Source: an optimization exercise on an open RTL-to-GDS flow (aim: small area, a short achievable clock period and few clock cycles per item). Production flows keep margins and buffers that such runs may drop.
Function was checked by simulation only, so behaviour that the tests miss may differ from the original.
No activity file was given, so power comes from the tool's default toggle rates.

==> design.v <==
module ycv32_crc8 (
    input  wire [31:0] r_in,
    input  wire [7:0]  v,
    output reg  [31:0] r_out
);
    integer i;
    always @* begin
        r_out = r_in ^ {24'd0, v};
        for (i = 0; i < 8; i = i + 1) begin
            if (r_out[0])
                r_out = (r_out >> 1) ^ 32'hEDB88320;
            else
                r_out = r_out >> 1;
        end
    end
endmodule
module ycv32 (
    input  wire        clk,
    input  wire        rst,           
    input  wire        cmd_valid,
    output wire        cmd_ready,
    input  wire [39:0] cmd_data,      
    output reg         rsp_valid,
    input  wire        rsp_ready,
    output reg  [39:0] rsp_data       
);
    localparam [1:0] PH_IDLE  = 2'd0;
    localparam [1:0] PH_BODY  = 2'd1;
    localparam [1:0] PH_DONE  = 2'd2;
    localparam [1:0] PH_FAULT = 2'd3;
    localparam [7:0] OP_SINIT   = 8'h01;
    localparam [7:0] OP_CFG     = 8'h02;
    localparam [7:0] OP_RDREG   = 8'h03;
    localparam [7:0] OP_PBEGIN  = 8'h10;
    localparam [7:0] OP_PBEGINM = 8'h11;
    localparam [7:0] OP_DATA    = 8'h12;
    localparam [7:0] OP_PEND    = 8'h13;
    localparam [7:0] OP_SEND    = 8'h14;
    localparam [7:0] OP_LDSIZEL = 8'h20;
    localparam [7:0] OP_LDSIZEH = 8'h21;
    localparam [7:0] OP_LDPCRC  = 8'h22;
    localparam [7:0] OP_LDCRC   = 8'h23;
    localparam [7:0] OP_CHKPART = 8'h24;
    localparam [7:0] RC_OK         = 8'h00;
    localparam [7:0] E_ILLEGAL     = 8'h01;
    localparam [7:0] E_PROTO       = 8'h02;
    localparam [7:0] E_TRUNC       = 8'h03;
    localparam [7:0] E_PART_ORDER  = 8'h04;
    localparam [7:0] E_SIZE        = 8'h05;
    localparam [7:0] E_CRC_PART    = 8'h06;
    localparam [7:0] E_NO_PARTS    = 8'h07;
    localparam [7:0] E_CRC_SESS    = 8'h08;
    localparam [7:0] E_OVERFLOW    = 8'h09;
    localparam [7:0] RC_DISCARDED  = 8'h7F;
    localparam [7:0] P_SHIFT     = 8'd42;
    localparam [7:0] P_ESC_SHIFT = 8'd64;
    localparam [7:0] P_ESC_BYTE  = 8'h3D;
    reg        sieve_en;
    reg [1:0]  phase;
    reg [7:0]  cause;
    reg        esc_pend;
    reg        multipart;
    reg [31:0] crc_part_raw;
    reg [31:0] crc_sess_raw;
    reg [63:0] len;
    reg [31:0] parts;
    reg [31:0] part_num;
    reg [63:0] exp_size;
    reg [31:0] exp_pcrc;
    reg        exp_pcrc_v;
    reg [31:0] exp_crc;
    reg        exp_crc_v;
    wire [7:0]  op  = cmd_data[39:32];
    wire [31:0] arg = cmd_data[31:0];
    wire arg_zero    = (arg == 32'd0);
    wire arg_hi24_z  = (arg[31:8] == 24'd0);
    wire is_sinit   = (op == OP_SINIT)   && arg_zero;
    wire is_cfg     = (op == OP_CFG)     && (arg[31:1] == 31'd0);
    wire is_rdreg   = (op == OP_RDREG)   && arg_hi24_z && (arg[7:0] <= 8'h0C);
    wire is_pbegin  = (op == OP_PBEGIN)  && arg_zero;
    wire is_pbeginm = (op == OP_PBEGINM);
    wire is_data    = (op == OP_DATA)    && arg_hi24_z;
    wire is_pend    = (op == OP_PEND)    && arg_zero;
    wire is_send    = (op == OP_SEND)    && arg_zero;
    wire is_ldsizel = (op == OP_LDSIZEL);
    wire is_ldsizeh = (op == OP_LDSIZEH);
    wire is_ldpcrc  = (op == OP_LDPCRC);
    wire is_ldcrc   = (op == OP_LDCRC);
    wire is_chkpart = (op == OP_CHKPART);
    wire is_legal = is_sinit | is_cfg | is_rdreg | is_pbegin | is_pbeginm |
                    is_data | is_pend | is_send | is_ldsizel | is_ldsizeh |
                    is_ldpcrc | is_ldcrc | is_chkpart;
    wire [31:0] crc_part_dig = ~crc_part_raw;
    wire [31:0] crc_sess_dig = ~crc_sess_raw;
    reg [31:0] view;
    always @* begin
        case (arg[3:0])
            4'h0:    view = {31'd0, sieve_en};
            4'h1:    view = {26'd0, exp_crc_v, exp_pcrc_v, multipart, esc_pend, phase};
            4'h2:    view = {24'd0, cause};
            4'h3:    view = part_num;
            4'h4:    view = parts;
            4'h5:    view = len[31:0];
            4'h6:    view = len[63:32];
            4'h7:    view = exp_size[31:0];
            4'h8:    view = exp_size[63:32];
            4'h9:    view = crc_part_dig;
            4'hA:    view = crc_sess_dig;
            4'hB:    view = exp_pcrc;
            4'hC:    view = exp_crc;
            default: view = 32'd0;
        endcase
    end
    wire [7:0] data_b = arg[7:0];
    reg        sv_emit;
    reg [7:0]  sv_byte;
    reg        sv_esc;
    always @* begin
        if (!sieve_en) begin
            sv_emit = 1'b1;
            sv_byte = data_b;
            sv_esc  = esc_pend;
        end else if (esc_pend) begin
            sv_emit = 1'b1;
            sv_byte = data_b - P_SHIFT - P_ESC_SHIFT;
            sv_esc  = 1'b0;
        end else if (data_b == P_ESC_BYTE) begin
            sv_emit = 1'b0;
            sv_byte = 8'd0;
            sv_esc  = 1'b1;
        end else begin
            sv_emit = 1'b1;
            sv_byte = data_b - P_SHIFT;
            sv_esc  = 1'b0;
        end
    end
    wire [31:0] crc_part_step;
    wire [31:0] crc_sess_step;
    ycv32_crc8 u_crc_part (.r_in(crc_part_raw), .v(sv_byte), .r_out(crc_part_step));
    ycv32_crc8 u_crc_sess (.r_in(crc_sess_raw), .v(sv_byte), .r_out(crc_sess_step));
    reg        n_sieve_en;
    reg [1:0]  n_phase;
    reg [7:0]  n_cause;
    reg        n_esc_pend;
    reg        n_multipart;
    reg [31:0] n_crc_part_raw;
    reg [31:0] n_crc_sess_raw;
    reg [63:0] n_len;
    reg [31:0] n_parts;
    reg [31:0] n_part_num;
    reg [63:0] n_exp_size;
    reg [31:0] n_exp_pcrc;
    reg        n_exp_pcrc_v;
    reg [31:0] n_exp_crc;
    reg        n_exp_crc_v;
    reg [7:0]  r_code;
    reg [31:0] r_val;
    reg        gate;
    reg [7:0]  err;       
    always @* begin
        n_sieve_en     = sieve_en;
        n_phase        = phase;
        n_cause        = cause;
        n_esc_pend     = esc_pend;
        n_multipart    = multipart;
        n_crc_part_raw = crc_part_raw;
        n_crc_sess_raw = crc_sess_raw;
        n_len          = len;
        n_parts        = parts;
        n_part_num     = part_num;
        n_exp_size     = exp_size;
        n_exp_pcrc     = exp_pcrc;
        n_exp_pcrc_v   = exp_pcrc_v;
        n_exp_crc      = exp_crc;
        n_exp_crc_v    = exp_crc_v;
        r_code         = RC_OK;
        r_val          = 32'd0;
        gate           = 1'b0;
        err            = 8'd0;
        if (is_sinit) begin
            n_phase        = PH_IDLE;
            n_cause        = 8'd0;
            n_esc_pend     = 1'b0;
            n_multipart    = 1'b0;
            n_exp_pcrc_v   = 1'b0;
            n_exp_pcrc     = 32'd0;
            n_exp_crc_v    = 1'b0;
            n_exp_crc      = 32'd0;
            n_crc_part_raw = 32'hFFFFFFFF;
            n_crc_sess_raw = 32'hFFFFFFFF;
            n_len          = 64'd0;
            n_parts        = 32'd0;
            n_part_num     = 32'd0;
            n_exp_size     = 64'd0;
        end else if (is_rdreg) begin
            r_val = view;
        end else if (phase == PH_FAULT) begin
            r_code = RC_DISCARDED;
        end else if (!is_legal) begin
            err = E_ILLEGAL;
        end else if (is_cfg) begin
            if (phase != PH_IDLE)
                err = E_PROTO;
            else
                n_sieve_en = arg[0];
        end else if (is_pbegin || is_pbeginm) begin
            if (phase != PH_IDLE) begin
                err = E_PROTO;
            end else begin
                n_esc_pend     = 1'b0;
                n_crc_part_raw = 32'hFFFFFFFF;
                n_len          = 64'd0;
                n_exp_size     = 64'd0;
                n_exp_pcrc     = 32'd0;
                n_exp_pcrc_v   = 1'b0;
                n_phase        = PH_BODY;
                if (is_pbeginm) begin
                    n_part_num  = arg;
                    n_multipart = 1'b1;
                end else begin
                    n_part_num  = 32'd0;
                end
            end
        end else if (is_data) begin
            if (phase != PH_BODY) begin
                err = E_PROTO;
            end else if (sv_emit && (len == 64'hFFFFFFFFFFFFFFFF)) begin
                err = E_OVERFLOW;
            end else begin
                n_esc_pend = sv_esc;
                if (sv_emit) begin
                    n_crc_part_raw = crc_part_step;
                    n_crc_sess_raw = crc_sess_step;
                    n_len          = len + 64'd1;
                    r_val          = {23'd0, 1'b1, sv_byte};
                end
            end
        end else if (is_send) begin
            if (phase == PH_BODY) begin
                err = E_TRUNC;
            end else if (phase == PH_DONE) begin
                err = E_PROTO;
            end else if (parts == 32'd0) begin
                err = E_NO_PARTS;
            end else begin
                gate = !multipart || (parts == part_num);
                if (gate && exp_crc_v) begin
                    if (crc_sess_dig != exp_crc) begin
                        err = E_CRC_SESS;
                    end else begin
                        n_phase = PH_DONE;
                        r_val   = 32'd1;
                    end
                end else begin
                    n_phase = PH_DONE;
                end
            end
        end else if (phase != PH_BODY) begin
            err = E_PROTO;
        end else if (is_pend) begin
            if (parts == 32'hFFFFFFFF) begin
                err = E_OVERFLOW;
            end else begin
                n_parts = parts + 32'd1;
                if (len != exp_size) begin
                    err = E_SIZE;
                end else if (exp_pcrc_v && (crc_part_dig != exp_pcrc)) begin
                    err = E_CRC_PART;
                end else begin
                    n_phase = PH_IDLE;
                    r_val   = {31'd0, exp_pcrc_v};
                end
            end
        end else if (is_ldsizel) begin
            n_exp_size = {exp_size[63:32], arg};
        end else if (is_ldsizeh) begin
            n_exp_size = {arg, exp_size[31:0]};
        end else if (is_ldpcrc) begin
            n_exp_pcrc   = arg;
            n_exp_pcrc_v = 1'b1;
        end else if (is_ldcrc) begin
            n_exp_crc   = arg;
            n_exp_crc_v = 1'b1;
        end else begin
            if (arg != part_num)
                err = E_PART_ORDER;
        end
        if (err != 8'd0) begin
            n_phase = PH_FAULT;
            n_cause = err;
            r_code  = err;
            r_val   = 32'd0;
        end
    end
    assign cmd_ready = !rsp_valid || rsp_ready;
    wire   accept    = cmd_valid && cmd_ready;
    always @(posedge clk) begin
        if (rst) begin
            sieve_en     <= 1'b1;
            phase        <= PH_IDLE;
            cause        <= 8'd0;
            esc_pend     <= 1'b0;
            multipart    <= 1'b0;
            crc_part_raw <= 32'hFFFFFFFF;
            crc_sess_raw <= 32'hFFFFFFFF;
            len          <= 64'd0;
            parts        <= 32'd0;
            part_num     <= 32'd0;
            exp_size     <= 64'd0;
            exp_pcrc     <= 32'd0;
            exp_pcrc_v   <= 1'b0;
            exp_crc      <= 32'd0;
            exp_crc_v    <= 1'b0;
            rsp_valid    <= 1'b0;
        end else begin
            if (accept) begin
                sieve_en     <= n_sieve_en;
                phase        <= n_phase;
                cause        <= n_cause;
                esc_pend     <= n_esc_pend;
                multipart    <= n_multipart;
                crc_part_raw <= n_crc_part_raw;
                crc_sess_raw <= n_crc_sess_raw;
                len          <= n_len;
                parts        <= n_parts;
                part_num     <= n_part_num;
                exp_size     <= n_exp_size;
                exp_pcrc     <= n_exp_pcrc;
                exp_pcrc_v   <= n_exp_pcrc_v;
                exp_crc      <= n_exp_crc;
                exp_crc_v    <= n_exp_crc_v;
                rsp_valid    <= 1'b1;
            end else if (rsp_ready) begin
                rsp_valid    <= 1'b0;
            end
        end
    end
    always @(posedge clk) begin
        if (accept)
            rsp_data <= {r_code, r_val};
    end
endmodule
==> run.sh <==
#!/bin/bash
# synth_recipe.tcl (not shown) runs the flow's synth.tcl, then flattens the netlist and writes it again
# the make line also repeats each setting of config.mk as NAME=value (left out here)
make -C /OpenROAD-flow-scripts/flow DESIGN_CONFIG=/design/flow/config.mk WORK_HOME=/design/flow/orfs CLKGATE_MAP_FILE= SYNTH_SCRIPT=/design/flow/synth_recipe.tcl finish
==> config.mk <==
export PLATFORM = sky130hd
export DESIGN_NAME = ycv32
export DESIGN_NICKNAME = ycv32
export VERILOG_FILES = /design/flow/design.v
export SDC_FILE = /design/flow/constraint.sdc
export NUM_CORES = 4
export LEC_CHECK = 0
export CAP_MARGIN = 20
export CORE_MARGIN = 2
export CORE_UTILIZATION = 40
export SLEW_MARGIN = 20
==> constraint.sdc <==
create_clock -name core_clock -period 6.0 [get_ports {clk}]
set_input_delay 1.2000 -clock core_clock [delete_from_list [all_inputs] [get_ports {clk}]]
set_output_delay 1.2000 -clock core_clock [all_outputs]
set_load 0.01 [all_outputs]
==> impl_results.md <==
- Cells on worst reg2reg path: 9
- CP Data Arrival Time: between 5 and 6 ns
- Worst Clk Skew: roughly 0.026 ns
- Routed WL: 105000 um
- Post-synth EDFFs: 37
- Relative slew slack: 18.6%
- Clock Path Buffers: 3
- Final Non-Filler Cells: between 3000 and 4000
- H-tree depth: 2
- Mux contribution to synthesized area: less than 1%
- ANT nets after route: 0
- Adder-cell share of the synthesized area: 0.334%
- Vias in the first global route: 20220
- Vias per std cell: between 6 and 7
- Max Cap Viol: 0
- Register area: around 7800 um^2
- Worst slew pin tran: between 1 and 1.5 ns
- FF-to-FF End: phase[1]$_SDFFE_PP0P_
- Pre-CTS setup slack: 0.299 ns
- Synth Area in Simple Gates: 23.9%
- Grt ovf: 0
- Synth area leader: dfxtp_1
- Postcts setup bufs: 0
- Fin nets: around 2700
- Leakage power: between 0.008 and 0.009 uW
- Rows: 85
- Synth top area cells: dfxtp_1 31%, xor2_1 9.4%, xnor2_1 7.1%
- Num Clock Sinks: between 300 and 400
- Crit-path max cell delay: between 0.8 and 0.9 ns
- Post-synthesis compound-gate area fraction: 16.9%
- Hold Buf Count CTS: 0
- Final Max Slew Viols: 0
- Layout Utilization: 46.4%
- Max frequency: 188 MHz
- Antenna cells: 0
- Worst-Skew Late Latency: 0.59 ns
- Hold Path Stages: 2
- Final Critical Period: 5.31 ns
- Cts bufs inserted: 43
- Fillers: 5243
- Cell Area, Synth: roughly 22000 um^2
- RSZ-0062 raised after global routing: false
- Area growth syn-to-layout: 14.7%
- Peak supply drop: 0.260 mV
- Port Buffers: 84
- Antenna violations before repair: 3
- CP startpoint kind: primary input
- CP Cell Sequence: clkdlybuf4s50_1, nor4_1, nand4_1, buf_4, or3_1, a211o_1, a2111oi_4, buf_4, nand3_1, or4_1, a21oi_1
- CP Launch Point: cmd_data[26]
- Hold Crit Start: exp_size[35]$_SDFFE_PP0P_
- Crit path max fanout: 12
- Critical Path End Type: register
- WHS Endpoint: exp_size[35]$_SDFFE_PP0P_
- Yosys warns: 2
- Global Route Usage Sum: 36.4%
- First-pass GRT wire length: 148000 um
- Cells after synthesis: 2698
- Most common cell on crit path: buf_4
- GPL Wtd Cong: 1.04
- Die Ht: ~240 um
- FF+latch count, synth: 369
- Status: timing/DRC/antenna clean
- First-pass detailed-route iteration total: 6
- Mapped Avg Cell Area: about 8.1 um^2
- Min-Delay Path Class: reg -> reg
- Setup tns final: 0 ns
- CTS tree: built
- Initial Utilization: between 40% and 50%
- Yosys cell types: between 90 and 100
- Syn_nets: 2747
- Share of layout cells above drive strength 1: 8.68%
- Core ar.: between 50000 and 60000 um^2
- Seq/Total Area, Yosys: between 30% and 40%
- Via count: between 20000 and 25000
- Final Hold Fails: 0
- Ys flop type: dfxtp_1
- DR DRC count: 0
- R2r setup slk: 1.95 ns
- Root Driver: clkbuf_16
- Asr flop ratio synth: 0%
- Total Die Area: 56200 um^2
- Hpwl dp: ~77000 um
- DR WL/cell: 30.6 um
- Synth Area in XOR/XNOR: around 18%
- Crit Reg-Reg Startpoint: parts[6]$_SDFFE_PP0P_
- Largest family of logic cells by synthesized area: simple AND/OR/NAND/NOR gates
- Setup violations, final: 0
- CP max-delay cell: nor4_1
- I/O Pins: between 80 and 90
- Placed instance count: 3348
- Req. time, crit path: 6.50 ns
- Hold Slack: ~0.48 ns
- Critical path class: in -> reg
- Largest net degree at the start of global routing: 79
- CTS clk-pin slew, worst paths: 0.07 ns
- Synth top area share: 30.6%
- PnR worst setup slack: 0.691 ns
- PostCTS Resize Cnt: 0
- DRT iter0 DRCs: 3416
- Fin crit share: between 80% and 90%
- Multi-input logic area: 13000 um^2
- Power Density: 243 nW/um^2
- Die width: 237 um
-- through the flow --
| stage | cell area, um^2 | power, uW |
|---|---|---|
| after CTS | 24900 | 6060 |
| after detailed placement | 23400 | 3210 |
| after global placement | 23400 | 3200 |
| after floorplan | 21700 | 3000 |
| after global routing | 24900 | 6210 |
| final | 24900 | 6050 |
-- logic make-up (layout without fill, tap and decap cells) --
group / count (synthesis) / count (layout)
AND/OR/NAND/NOR: 1068 / 1068
AO/OA/AOI/OAI: 570 / 570
XOR/XNOR: 423 / 423
flip-flops: 369 / 369
buffers and inverters: 255 / 287
adder cells (fa/ha/maj): 6 / 6
multiplexers: 6 / 6
other: 1 / 1
-- Yosys cell counts, drive strengths merged (22+ instances only) --
| master | n |
|---|---|
| dfxtp | 332 |
| nand2 | 326 |
| xor2 | 239 |
| a21oi | 233 |
| nor2 | 215 |
| nand3 | 197 |
| xnor2 | 177 |
| clkbuf | 174 |
| o21ai | 92 |
| nor4 | 71 |
| nand4 | 60 |
| a221oi | 57 |
| buf | 55 |
| nor3 | 51 |
| edfxtp | 37 |
| and3 | 30 |
| a31oi | 29 |
| a22oi | 26 |
| inv | 26 |
| o211ai | 22 |
-- registers in the layout, indices dropped and copies added, names as in the netlist --
register / cells
crc_sess_raw: 32
crc_part_raw: 32
rsp_data: 37
part_num: 32
phase: 2
exp_pcrc_v: 1
exp_crc_v: 1
multipart: 1
exp_size: 64
exp_pcrc: 32
sieve_en: 1
rsp_valid: 1
esc_pend: 1
cause: 4
exp_crc: 32
len: 64
parts: 32
-- worst max-delay path, delay by kind of cell --
kind / cells / cell delay [ns]
buffers and inverters: 3 / 1.14
AOI/OAI and AO/OA: 3 / 0.92
and+or+nand+nor: 5 / 2.53
-- power breakdown --
group          internal (uW)  switching, uW
Sequential              2500           9.92
Clock                   1700           1190
Combinational            259            393
-- cell usage in the layout, fill, tap and decap left out, types with 57 or more instances in the layout --
cell / instances
buf_4: 91
nor4_1: 67
xor2_1: 233
dfxtp_1: 332
nor2_1: 205
nand2_1: 325
nand3_1: 194
a221oi_1: 57
nand4_1: 59
a21oi_1: 232
o21ai_0: 88
clkdlybuf4s50_1: 83
xnor2_1: 176
-- final cells by class --
| cell class | instances | share of cell area (%) |
|---|---|---|
| multi-input cells | 2074 | 52.1 |
| inverters | 26 | 0.392 |
| clock buffers | 51 | 4.64 |
| flip-flops and latches | 369 | 31.1 |
| well taps | 696 | 3.50 |
| clock inverters | 27 | 1.45 |
| repair buffers | 183 | 6.76 |
-- worst max path at each step --
stage	to	slack [ns]
after floorplan	crc_part_raw[21]$_SDFFE_PP1P_	1.39
after global placement	len[56]$_SDFFE_PP0P_	0.38
after detailed placement	len[56]$_SDFFE_PP0P_	0.30
after CTS	len[56]$_SDFFE_PP0P_	0.87
after global routing	len[56]$_SDFFE_PP0P_	0.55
final	len[56]$_SDFFE_PP0P_	0.69
-- layer usage --
layer  vias up  track usage [%]  share of wire [%]  routed length [um]
met5         -                0              0.066                  69
met1     10593             46.9                 39               40900
met2      1461             54.5                 42               43900
li1       9527                -                  -                   -
met3       368             9.86                 12               12100
met4         6             21.5                7.5                7880
Testbench counts, summed over its fixed seeds: cycles 24,275, items 24,267.

==> port drivers added, routing unchanged <==
Ports are ideal in the flow. The routed layout listed here was re-timed in OpenROAD. Step 1 (the two cells are an assumption about what drives the block):
set clk [get_ports {clk}]
set_driving_cell -lib_cell sky130_fd_sc_hd__clkbuf_16 $clk
set_driving_cell -lib_cell sky130_fd_sc_hd__buf_2 [delete_from_list [all_inputs] $clk]
Step 2 adds t to the input delays and takes it off the output delays; t is the mean of the earliest and latest rising clock arrival at the registers after step 1. Input paths then give back, and output paths get back, about the clock's delay inside the block. Three values: no drivers, after step 1, after step 2; two values: the first two.
t (ns): 0.639
slack for setup (ns): 0.691 / 0.725 / 0.086
hold WS [ns]: 0.479 / 0.479 / 0.479
After both steps this run still meets setup and hold. For this run, drivers alone change the setup slack by +0.034 ns; drivers and shift together by -0.605 ns.
